Background: an optimization exercise with open tools, aiming at small area, a short achievable clock period and few clock cycles. Do not read the settings as production practice. Where RTL was checked, it was by simulation tests only, not by an equivalence proof against the original. Power and IR drop assume default switching activity.

R:
Design batbot_codec, start of the top module:
module batbot_codec (
    input  wire       clk,
    input  wire       rst,           
    input  wire       rx_valid,
    input  wire [7:0] rx_data,
    input  wire       rx_last,
    output wire       rx_ready,
    output wire       tx_valid,
    output wire [7:0] tx_data,
    output wire       tx_last,
    input  wire       tx_ready,
    input  wire [3:0] enc_a,
    input  wire [3:0] enc_b
);
    localparam RB   = 5;             
    localparam RCAP = 25;            
    localparam FB   = 2;             
    localparam FDEP = 4;             
    localparam [1:0] T_ERR = 2'd0, T_SHORT = 2'd1, T_ANGLE = 2'd2, T_ECHO = 2'd3;
    function [15:0] crc_table;
        input [7:0] index;
        integer b;
        reg [15:0] c;
        begin
            c = {index, 8'h00};
            for (b = 0; b < 8; b = b + 1)
                c = c[15] ? ((c << 1) ^ 16'h8005) : (c << 1);
            crc_table = c;
        end
    endfunction
    function [15:0] crc_update;
        input [15:0] accum;
        input [7:0]  data;
        begin
            crc_update = {accum[7:0], 8'h00} ^ crc_table(accum[15:8] ^ data);
        end
    endfunction
    function [15:0] quad_delta;
        input [3:0] index;
        begin
            case (index)
  ...
For scale: ~490 flip-flops, ~32 I/O pins, about 0.027 mm2 of cells after synthesis.
export LEC_CHECK = 0
export CAP_MARGIN = 20
export CORE_MARGIN = 2
export CORE_UTILIZATION = 65
export CTS_BUF_LIST = sky130_fd_sc_hd__clkbuf_16
export CTS_CLUSTER_DIAMETER = 60
export CTS_CLUSTER_SIZE = 22
export PLACE_DENSITY = 0.8
export SLEW_MARGIN = 20
create_clock -name core_clock -period 10.0 [get_ports {clk}]
standard.sh (not shown) runs the stock make flow with config.mk's settings and CLKGATE_MAP_FILE= SYNTH_SCRIPT=/design/flow/synth_recipe.tcl, a recipe that flattens the netlist after the stock synthesis.
==> flow/flow/run.sh <==
#!/bin/bash
# The standard layout, with two changes to how it is made:
#  - the port buffers are buf_4 cells
#  - repair_timing aims for more setup slack than the standard flow does
set -euo pipefail
bash standard.sh \
  "BUFFER_PORTS_ARGS=-buffer_cell sky130_fd_sc_hd__buf_4" \
  SETUP_SLACK_MARGIN=${MARGIN:-7.0} \
  finish > standard.log 2>&1
Testbench counts of R, summed over its fixed seeds: cycles 17,791.
The following lists how Q was set up differently from R:
--- a/flow/design.v
+++ b/flow/design.v
@@ -255,25 +255,24 @@
     wire        h_echo = (h_typ == T_ECHO);
     wire        h_ang  = (h_typ == T_ANGLE);
     wire [7:0]  h_id   = (h_typ == T_ERR) ? h_inf[7:0] : {6'd0, h_inf[1:0]};
     wire [4:0]  h_len  = h_echo ? h_inf[6:2] : h_ang ? 5'd6 : 5'd5;
     wire        h_body = (tp == 3'd5);
     wire        h_crch = h_body && (tleft == 5'd2);
     wire        h_last = h_body && (tleft == 5'd1);
     wire        h_ring = h_echo && h_body && (tleft >= 5'd3);
     wire        h_wait;
     wire [15:0] tcrc_nx = crc_update(tc_first ? 16'h0000 : tcrc, tx_data_r);
     reg         dbusy;
     reg  [1:0]  dph;             
-    reg  [1:0]  did_r;
     reg  [2:0]  dcnt;
     reg         dneg;
     reg  [7:0]  drem;
     reg  [11:0] dq;
     wire        cand_head = f_has && (tp == 3'd0) && h_ang;
     wire        cand_next = (f_cnt >= 2) && (tp != 3'd0) && (f_typ[1] == T_ANGLE);
     wire        dgo       = !dbusy && (cand_head || cand_next);
     wire [1:0]  did       = cand_head ? h_inf[1:0] : f_inf[1][1:0];
     wire [15:0] tsel = {drem[3:0], dq};
     wire [15:0] tu   = tsel[15] ? ~tsel : tsel;
     wire [19:0] x18  = {tu, 4'd0} + {3'd0, tu, 1'b0} + (tsel[15] ? 20'd18 : 20'd0);
     wire [10:0] b2   = {1'b0, drem, dq[11], dq[10]};
@@ -308,29 +307,26 @@
     wire load = adv && can;
     assign pop     = load && h_last;
     assign rd_ring = load && h_ring;
     assign setzero    = f_has && (tp == 3'd0) && (h_typ == T_SHORT) && (h_inf[4:2] == 3'd5);
     assign setzero_id = h_inf[1:0];
     always @(posedge clk) begin
         if (rst) begin
             dbusy <= 1'b0;
             dph   <= 2'd0;
         end else begin
             if (dgo) begin
                 dbusy <= 1'b1;
-                dph   <= 2'd3;
-                did_r <= did;
-            end else if (dph == 2'd3) begin
                 dph   <= 2'd1;
-                {drem, dq} <= {4'd0, ticks[did_r]};
+                {drem, dq} <= {4'd0, ticks[did]};
             end else if (dph == 2'd1) begin
                 dph   <= 2'd2;
                 drem  <= x18[19:12];
                 dq    <= x18[11:0];
                 dneg  <= tsel[15];
                 dcnt  <= 3'd6;
             end else if (dcnt != 3'd0) begin
                 drem  <= rnx;
                 dq    <= {dq[9:0], qd};
                 dcnt  <= dcnt - 3'd1;
             end
             if (load && h_ang && h_body && (tleft == 5'd3))
==> run notes <==
- Every run (Q and R) finished clean.
- Longest individual stage delay on the worst path essentially unchanged between R and Q.
- For Q, the worst setup path startpoint was drem[3], unlike R, where it was tx_data_r[7].
- Number of cells on the worst reg-to-reg path for Q: 1 up relative to R
- As of Q, count of inverters other than clock inverters in the layout had fallen by more than 10% compared to R.
- Q vs. R: fraction of area in registers moved up; fraction of registers with async set/reset level; final cell count moved down.
- Q reports a lower synthesized area than R does.
- Q vs R — layout overhead on the synthesized area dropped 1.6 points.
The RTL of Q was laid out without a check of its function.


batbot_codec again, from the RTL that the note above started with.
export LEC_CHECK = 0
export CAP_MARGIN = 20
export CORE_MARGIN = 2
export CORE_UTILIZATION = 50
export CTS_BUF_LIST = sky130_fd_sc_hd__clkbuf_16
export CTS_CLUSTER_DIAMETER = 60
export CTS_CLUSTER_SIZE = 22
export PLACE_DENSITY = 0.65
export SLEW_MARGIN = 20
create_clock -name core_clock -period 10.0 [get_ports {clk}]
==> flow/flow/run.sh <==
#!/bin/bash
# The standard layout, with two changes to how it is made:
#  - the port buffers are buf_4 cells
#  - repair_timing aims for more setup slack than the standard flow does
set -euo pipefail
bash standard.sh \
  "BUFFER_PORTS_ARGS=-buffer_cell sky130_fd_sc_hd__buf_4" \
  SETUP_SLACK_MARGIN=${MARGIN:-6.85} \
  finish > standard.log 2>&1
Testbench counts at the start, summed over its fixed seeds: cycles 17,791.
==> next run, changes <==
--- a/flow/design.v
+++ b/flow/design.v
@@ -133,17 +133,17 @@
             8'd6:    np_calc = (flen == 5'd6);
             default: np_calc = 1'b0;
         endcase
     end
     wire [2:0]  pos_n = done ? 3'd0 : (pos == 3'd5) ? pos : pos + 3'd1;
     wire [4:0]  cnt_n = (pos == 3'd2) ? in_d[4:0] : (cnt != 5'd0) ? cnt - 5'd1 : cnt;
     wire        in_v_n    = take | (in_v & ~consume);
     wire        in_last_n = take ? rx_last : in_last;
-    wire        f_full_n  = f_full | ((f_cnt == FDEP - 1) & push);
+    wire        f_full_n  = (f_full & !pop) | ((f_cnt == FDEP - 1) & push & !pop);
     wire        hold_n    = in_v_n & in_last_n & f_full_n;
     wire        r_full_n  = ring_full | ((rcnt == RCAP - 1) & wr_ring);
     wire        echo_pn   = consume ? ((pos == 3'd4) ? (in_d == 8'd0) : (pos == 3'd5) & is_echo & (cnt_n >= 5'd3))
                                     : (pos == 3'd5) & is_echo & (cnt >= 5'd3);
     wire        rblk_n    = echo_pn & r_full_n;
     wire [RB:0] rcnt_p = rcnt + 1'b1;
     wire [RB:0] rcnt_m = rcnt - 1'b1;
     wire [RB:0] ccnt_m = ccnt - 1'b1;
@@ -258,16 +258,17 @@
     wire [4:0]  h_len  = h_echo ? h_inf[6:2] : h_ang ? 5'd6 : 5'd5;
     wire        h_body = (tp == 3'd5);
     wire        h_crch = h_body && (tleft == 5'd2);
     wire        h_last = h_body && (tleft == 5'd1);
     wire        h_ring = h_echo && h_body && (tleft >= 5'd3);
     wire        h_wait;
     wire [15:0] tcrc_nx = crc_update(tc_first ? 16'h0000 : tcrc, tx_data_r);
     reg         dbusy;
+    reg  [7:0]  vlo;             
     reg  [1:0]  dph;             
     reg  [1:0]  did_r;
     reg  [2:0]  dcnt;
     reg         dneg;
     reg  [7:0]  drem;
     reg  [11:0] dq;
     wire        cand_head = f_has && (tp == 3'd0) && h_ang;
     wire        cand_next = (f_cnt >= 2) && (tp != 3'd0) && (f_typ[1] == T_ANGLE);
@@ -294,27 +295,30 @@
             3'd1: tbyte = 8'h00;
             3'd2: tbyte = {3'd0, h_len};
             3'd3: tbyte = h_id;
             3'd4: tbyte = (h_typ == T_ERR) ? 8'h01 : (h_typ == T_SHORT) ? {5'd0, h_inf[4:2]} :
                           h_ang ? 8'h02 : 8'h00;
             default: tbyte = (tleft == 5'd2) ? tcrc_nx[15:8] :
                              (tleft == 5'd1) ? tcrc[7:0] :
                              h_echo ? ring[rp] :
-                             h_ang ? ((tleft == 5'd4) ? vout[15:8] : vout[7:0]) :
+                             h_ang ? ((tleft == 5'd4) ? vout[15:8] : vlo) :
                              (h_typ == T_ERR) ? {5'd0, h_inf[9], ~h_inf[9], h_inf[8]} : 8'h00;
         endcase
     end
     wire can  = f_has && !h_wait;
     wire adv  = !tx_valid_r || tx_ready;
     wire load = adv && can;
     assign pop     = load && h_last;
     assign rd_ring = load && h_ring;
     assign setzero    = f_has && (tp == 3'd0) && (h_typ == T_SHORT) && (h_inf[4:2] == 3'd5);
     assign setzero_id = h_inf[1:0];
+    always @(posedge clk)
+        if (load && h_ang && h_body && (tleft == 5'd4))
+            vlo <= vout[7:0];
     always @(posedge clk) begin
         if (rst) begin
             dbusy <= 1'b0;
             dph   <= 2'd0;
         end else begin
             if (dgo) begin
                 dbusy <= 1'b1;
                 dph   <= 2'd3;
@@ -328,17 +332,17 @@
                 dq    <= x18[11:0];
                 dneg  <= tsel[15];
                 dcnt  <= 3'd6;
             end else if (dcnt != 3'd0) begin
                 drem  <= rnx;
                 dq    <= {dq[9:0], qd};
                 dcnt  <= dcnt - 3'd1;
             end
-            if (load && h_ang && h_body && (tleft == 5'd3))
+            if (load && h_ang && h_body && (tleft == 5'd4))
                 dbusy <= 1'b0;
         end
     end
     always @(posedge clk) begin
         if (rst) begin
             tx_valid_r <= 1'b0;
             tp         <= 3'd0;
             rp         <= 0;
Effect: The changed run went through all stages and came out clean. First-iteration DRC count came out lower by 5.7%. Register-to-register slack is worse by 0.02 ns. Sequential share of layout area climbs by 0.53 points. Clock skew rose by 0.0088 ns. Count of clock-buffer cells in the layout increases by 4. Power went up by about 4%. Via count climbs by 0.51%. Die area barely changes. Worst setup slack is worse by 0.012 ns. Maximum frequency decreases by about 0.36%. Utilization increases by 0.26 points.
The RTL of the second run of this note was laid out without a check of its function.

what the ideal ports hide:
Ports are ideal in the flow. The routed layouts listed here were re-timed in OpenROAD.
Step 1 sets driving cells, clkbuf_16 on the clock port and buf_2 on the other inputs (assumed; they add their load-dependent delay and slew).
Step 2 moves the port delays by t, midway between the first and last clock arrival at a register: inputs arrive t later, outputs are due t later. That takes back most of the time a late clock gives input paths.
Slacks: ideal / step 1 / step 2; pairs: ideal / step 1.
| run | shift t [ns] | slack for setup (ns) | worst register clock-pin slew, ns | worst slew at a driven data input, ns |
|---|---|---|---|---|
| R | 0.638 | 6.833 / 6.778 / 6.235 | 0.09 / 0.09 | 0.07 |
| Q | 0.625 | 6.763 / 6.763 / 6.249 | 0.09 / 0.09 | 0.06 |
| the first run of note 2 | 0.639 | 6.818 / 6.762 / 6.308 | 0.09 / 0.09 | 0.06 |
| the second run of note 2 | 0.648 | 6.806 / 6.742 / 6.289 | 0.09 / 0.09 | 0.05 |
After both steps every run listed still meets setup and hold. The setup slack of R, which loses most, moves by -0.055 ns with the drivers and by -0.598 ns with both steps.
